Source: an optimization exercise on an open RTL-to-GDS flow (aim: small area, a short achievable clock period and few clock cycles). Production flows keep margins and buffers that such runs may drop.
The RTL was checked by simulation tests, not by an equivalence proof against the original design.
Power is estimated from default activity; no workload was simulated.

==> job 1461 <==
// aw_core
module aw_core (
    input  wire        clk,
    input  wire        rst,
    input  wire        cmd_valid,
    output wire        cmd_ready,
    input  wire [31:0] cmd,
    output reg         rsp_valid,
    output reg  [31:0] rsp
);
    localparam [7:0] OP_NOP     = 8'h00;
    localparam [7:0] OP_BUF_WR  = 8'h01;
    localparam [7:0] OP_BUF_RD  = 8'h02;
    localparam [7:0] OP_CSR_RD  = 8'h03;
    localparam [7:0] OP_GF_EXP  = 8'h30;
    localparam [7:0] OP_GF_LOG  = 8'h31;
    localparam [7:0] OP_GF_MUL  = 8'h32;
    localparam [7:0] OP_RS_GEN  = 8'h40;
    localparam [7:0] OP_RS_ENC  = 8'h41;
    localparam [7:0] OP_RS_SYN  = 8'h42;
    localparam [7:0] OP_FMT_ENC = 8'h50;
    localparam [7:0] OP_QR_INIT = 8'h60;
    localparam [7:0] OP_QR_DATA = 8'h61;
    localparam [7:0] OP_QR_FMT  = 8'h62;
    localparam [7:0] OP_QR_GET  = 8'h63;
    localparam [7:0] OP_QR_ROW  = 8'h64;
    localparam [23:0] CORE_ID = 24'h415701;
    localparam F_WR   = 0;    
    localparam F_RD   = 1;    
    localparam F_CSR  = 2;    
    localparam F_EXP  = 3;    
  ...
==> flow/config.mk <==
export PLATFORM = sky130hd
export DESIGN_NAME = aw_core
export DESIGN_NICKNAME = aw_core
export VERILOG_FILES = /design/flow/design.v
export SDC_FILE = /design/flow/constraint.sdc
export NUM_CORES = 4
export LEC_CHECK = 0
export CAP_MARGIN = 20
export CORE_MARGIN = 2
export CORE_UTILIZATION = 65
export PLACE_DENSITY = 0.75
export SLEW_MARGIN = 20
==> flow/constraint.sdc <==
create_clock -name core_clock -period 10.0 [get_ports {clk}]
set_input_delay 2.0000 -clock core_clock [delete_from_list [all_inputs] [get_ports {clk}]]
set_output_delay 2.0000 -clock core_clock [all_outputs]
set_load 0.01 [all_outputs]
standard.sh (not shown) runs the stock make flow with config.mk's settings and CLKGATE_MAP_FILE= SYNTH_SCRIPT=/design/flow/synth_recipe.tcl, a recipe that flattens the netlist after the stock synthesis.
==> flow/flow/run.sh <==
#!/bin/bash
set -euo pipefail
export SETUP_SLACK_MARGIN=6.9
bash standard.sh > standard_make.log 2>&1
==> job 7280 (differences from job 1461) <==
--- a/flow/design.v
+++ b/flow/design.v
@@ -187,23 +187,27 @@
         integer k;
         begin
             v = {d, 10'd0};
             for (k = 14; k >= 10; k = k - 1)
                 if (v[k]) v = v ^ (15'h537 << (k - 10));
             bch_format = {d, v[9:0]} ^ 15'h5412;
         end
     endfunction
-    localparam NP = 21;
+    localparam NP = 29;
     function [NP-1:0] predecode;
         input [31:0] c;
         reg [7:0] o;
         begin
             o = c[31:24];
-            predecode = {o == OP_BUF_WR && c[7:0] == 8'd0 && c[23:16] <= 8'h19,
+            predecode = {c[23:16] <= 8'h19,
+                         c[15:8] <= 8'd1,  c[15:8] <= 8'd20, c[23:16] <= 8'd20,
+                         c[23:16] <= 8'd31, c[23:16] <= 8'd6,  c[23:16] <= 8'd7,
+                         c[23:16] <= 8'd1,
+                         o == OP_BUF_WR && c[7:0] == 8'd0 && c[23:16] <= 8'h19,
                          c[23:16] == 8'd0, !c[15], c[14:8] == 7'd0, c[7:0] == 8'd0,
                          o == OP_QR_ROW,  o == OP_QR_GET,  o == OP_QR_FMT,  o == OP_QR_DATA,
                          o == OP_QR_INIT, o == OP_FMT_ENC, o == OP_RS_SYN,  o == OP_RS_ENC,
                          o == OP_RS_GEN,  o == OP_GF_MUL,  o == OP_GF_LOG,  o == OP_GF_EXP,
                          o == OP_CSR_RD,  o == OP_BUF_RD,  o == OP_BUF_WR,  o == OP_NOP};
         end
     endfunction
     function [ND-1:0] decode;
@@ -219,31 +223,31 @@
             fz  = (p[0] || p[8] || p[11] || p[12]) && z24;
             fa_ = (p[2] || p[3] || p[4] || p[5] || p[7] || p[9] || p[10]) && z16;
             fab = (p[1] || p[6] || p[14] || p[15]) && z8;
             fi  = p[13] && zi;
             decode = {ND{1'b0}};
             decode[F_LEG]  = fz || fa_ || fab || fi;
             decode[F_NOP]  = p[0] && z24;
             decode[F_WR]   = p[20];
-            decode[F_RD]   = p[2] && z16 && a <= 8'h19;
-            decode[F_CSR]  = p[3] && z16 && a <= 8'd1;
+            decode[F_RD]   = p[2] && z16 && p[28];
+            decode[F_CSR]  = p[3] && z16 && p[21];
             decode[F_EXP]  = p[4] && z16;
-            decode[F_LOG]  = p[5] && z16 && a != 8'd0;
-            decode[F_DOM]  = p[5] && z16 && a == 8'd0;
+            decode[F_LOG]  = p[5] && z16 && !p[19];
+            decode[F_DOM]  = p[5] && z16 && p[19];
             decode[F_MUL]  = p[6] && z8;
-            decode[F_GEN]  = p[7] && z16 && a <= 8'd7;
+            decode[F_GEN]  = p[7] && z16 && p[22];
             decode[F_ENC]  = p[8] && z24;
-            decode[F_SYN]  = p[9] && z16 && a <= 8'd6;
-            decode[F_FENC] = p[10] && z16 && a <= 8'd31;
+            decode[F_SYN]  = p[9] && z16 && p[23];
+            decode[F_FENC] = p[10] && z16 && p[24];
             decode[F_INIT] = p[11] && z24;
             decode[F_DATA] = p[12] && z24;
             decode[F_FMT]  = p[13] && zi;
-            decode[F_GET]  = p[14] && z8 && a <= 8'd20 && b <= 8'd20;
-            decode[F_ROW]  = p[15] && z8 && a <= 8'd20 && b <= 8'd1;
+            decode[F_GET]  = p[14] && z8 && p[25] && p[26];
+            decode[F_ROW]  = p[15] && z8 && p[25] && p[27];
         end
     endfunction
     reg  [7:0]  cw [0:25];    
     reg  [7:0]  sh [0:25];    
     reg  [14:0] fmt;          
     reg  [2:0]  qrst;
     reg         clean;        
     reg         rdy;          
@@ -251,16 +255,18 @@
     reg         v_q;          
     reg  [NP-1:0] p_q;        
     reg           inv_q;      
     reg           fwd_q;      
     reg  [23:0] c_q;          
     reg  [5:0]  rs_hi;        
     reg  [3:0]  rs_lo;        
     reg  [4:0]  rd_q;         
+    reg  [6:0]  rd_hi;        
+    reg  [3:0]  rd_lo;        
     reg  [7:0]  rb_q;         
     reg         ph;           
     reg  [4:0]  ep;           
     reg  [7:0]  rem [0:6];    
     reg         rz;           
     reg         sl_busy;      
     reg  [7:0]  sl_acc;
     reg  [7:0]  sl_cnt;
@@ -273,24 +279,29 @@
     wire [NF-1:0] e = f_q;
     wire seq_data = !qrst[0] || qrst[1];
     wire seq_fmt  = !qrst[0] || qrst[2];
     wire do_wr    = e[F_WR];
     wire do_data  = e[F_DATA] && !seq_data;
     wire do_fmt   = e[F_FMT] && !seq_fmt;
     wire syn_slow = v_q && e[F_SYN] && !clean;
     wire slow     = (v_q && (e[F_EXP] || e[F_LOG] || e[F_GET] || e[F_RD])) || syn_slow;
-    wire [7:0] cw_x [0:31];
     genvar g;
+    wire [7:0] cw_sel [0:25];
     generate
-        for (g = 0; g < 32; g = g + 1) begin : g_cwx
-            assign cw_x[g] = cw[(g < 26) ? g : g - 8];
+        for (g = 0; g < 26; g = g + 1) begin : g_cwx
+            assign cw_sel[g] = cw[g] & {8{rd_hi[g / 4] && rd_lo[g % 4]}};
         end
     endgenerate
-    wire [7:0] cw_rd = cw_x[rd_q];
+    reg [7:0] cw_rd;
+    integer j;
+    always @(*) begin
+        cw_rd = 8'd0;
+        for (j = 0; j < 26; j = j + 1) cw_rd = cw_rd | cw_sel[j];
+    end
     wire       eng_done = (ep == 5'd19);
     wire       inv      = do_wr && inv_q;
     wire [4:0] ep_s     = inv ? 5'd0 : ep;
     wire       fwd      = do_wr && fwd_q;
     wire       rem_z    = inv || rz;
     wire       eng_step = inv ? fwd : (!eng_done && (fwd || ph));
     wire [7:0] eng_byte = fwd ? fb : rb_q;
     wire       ph_n     = !inv && !eng_step && !eng_done && (rd_q == ep);
@@ -406,27 +417,30 @@
             sl_busy   <= slow && !(sl_busy && sl_done);
         end
     end
     always @(posedge clk) begin
         if (rst || rdy)
         begin
             p_q <= pd_in & {NP{cmd_valid && !rst}};
             inv_q <= a_lt;
-            fwd_q <= a_lt ? (in_a == 5'd0) : a_eq;
+            fwd_q <= a_eq || (in_a == 5'd0);
         end
+        c_q[7:0] <= cmd[7:0];
         if (rdy) begin
-            c_q   <= cmd[23:0];
+            c_q[23:8] <= cmd[23:8];
             rs_hi <= 6'd1 << cmd[20:18];
             rs_lo <= 4'd1 << cmd[17:16];
         end
         rsp <= {r_st, r_val};
         rb_q <= cw_rd;
         rdy_o <= rst || rdy_n;
         rd_q <= rd_n;
+        rd_hi <= 7'd1 << rd_n[4:2];
+        rd_lo <= 4'd1 << rd_n[1:0];
         if (eng_step)
             for (i = 0; i < 7; i = i + 1) rem[i] <= rem_n[i];
         if (do_fmt) fmt <= imm15;
         if (do_data)
             for (i = 0; i < 26; i = i + 1) sh[i] <= cw[i];
         if (slow) begin
             sl_cnt <= cnt_n;
             if (!sl_busy) begin
==> flow/flow/run.sh (replaced) <==
#!/bin/bash
set -euo pipefail
export SETUP_SLACK_MARGIN=6.9
export BUFFER_PORTS_ARGS="-buffer_cell sky130_fd_sc_hd__buf_1"
bash standard.sh > standard_make.log 2>&1
==> flow/config.mk (replaced) <==
export PLATFORM = sky130hd
export DESIGN_NAME = aw_core
export DESIGN_NICKNAME = aw_core
export VERILOG_FILES = /design/flow/design.v
export SDC_FILE = /design/flow/constraint.sdc
export NUM_CORES = 4
export LEC_CHECK = 0
export CAP_MARGIN = 20
export CORE_MARGIN = 2
export CORE_UTILIZATION = 75
export CTS_CLUSTER_DIAMETER = 60
export CTS_CLUSTER_SIZE = 30
export PLACE_DENSITY = 0.85
export SLEW_MARGIN = 20
==> run notes <==
In maximum frequency, job 7280 and job 1461 hardly differ. Between job 1461 and job 7280, the lower utilization is in job 1461 (gap 8.7 points). Against job 7280, the power of job 1461 is higher by 7.9%. Against job 1461, the die area of job 7280 is smaller by 11%. Hold slack: job 7280 is worse than job 1461 (3.9 ps). Of job 1461 and job 7280, job 7280 has the higher flip-flop and latch count (gap 19). Via count: job 7280 is lower than job 1461 (0.86%).
Testbench counts of job 1461, summed over its fixed seeds: cycles 2,320.
Testbench counts of job 7280, summed over its fixed seeds: cycles 2,320.

==> static timing again, ports no longer ideal <==
In the flow no input, the clock included, has a driving cell. The finished layouts below were timed again as built, in two steps. Step 1, drivers: a clkbuf_16 drives clk and a buf_2 each remaining input, both assumed. Step 2 moves the port delays by t, midway between the first and last clock arrival at a register: inputs arrive t later, outputs are due t later. That takes back most of the time a late clock gives input paths. Slacks: ideal ports / drivers / drivers and shift; pairs: ideal ports / drivers.
| run | t (ns) | setup WS [ns] | worst setup path after step 2 | slew at the worst register clock pin (ns) | worst slew at a driven data input, ns |
|---|---|---|---|---|---|
| job 1461 | 0.695 | 6.841 / 6.841 / 6.318 | input to register | 0.07 / 0.07 | 0.07 |
| job 7280 | 0.657 | 6.845 / 6.800 / 6.216 | input to register | 0.11 / 0.11 | 0.04 |
After both steps every run listed still meets setup and hold. For job 7280, which loses most, drivers alone change the setup slack by -0.045 ns; drivers and shift together by -0.629 ns.
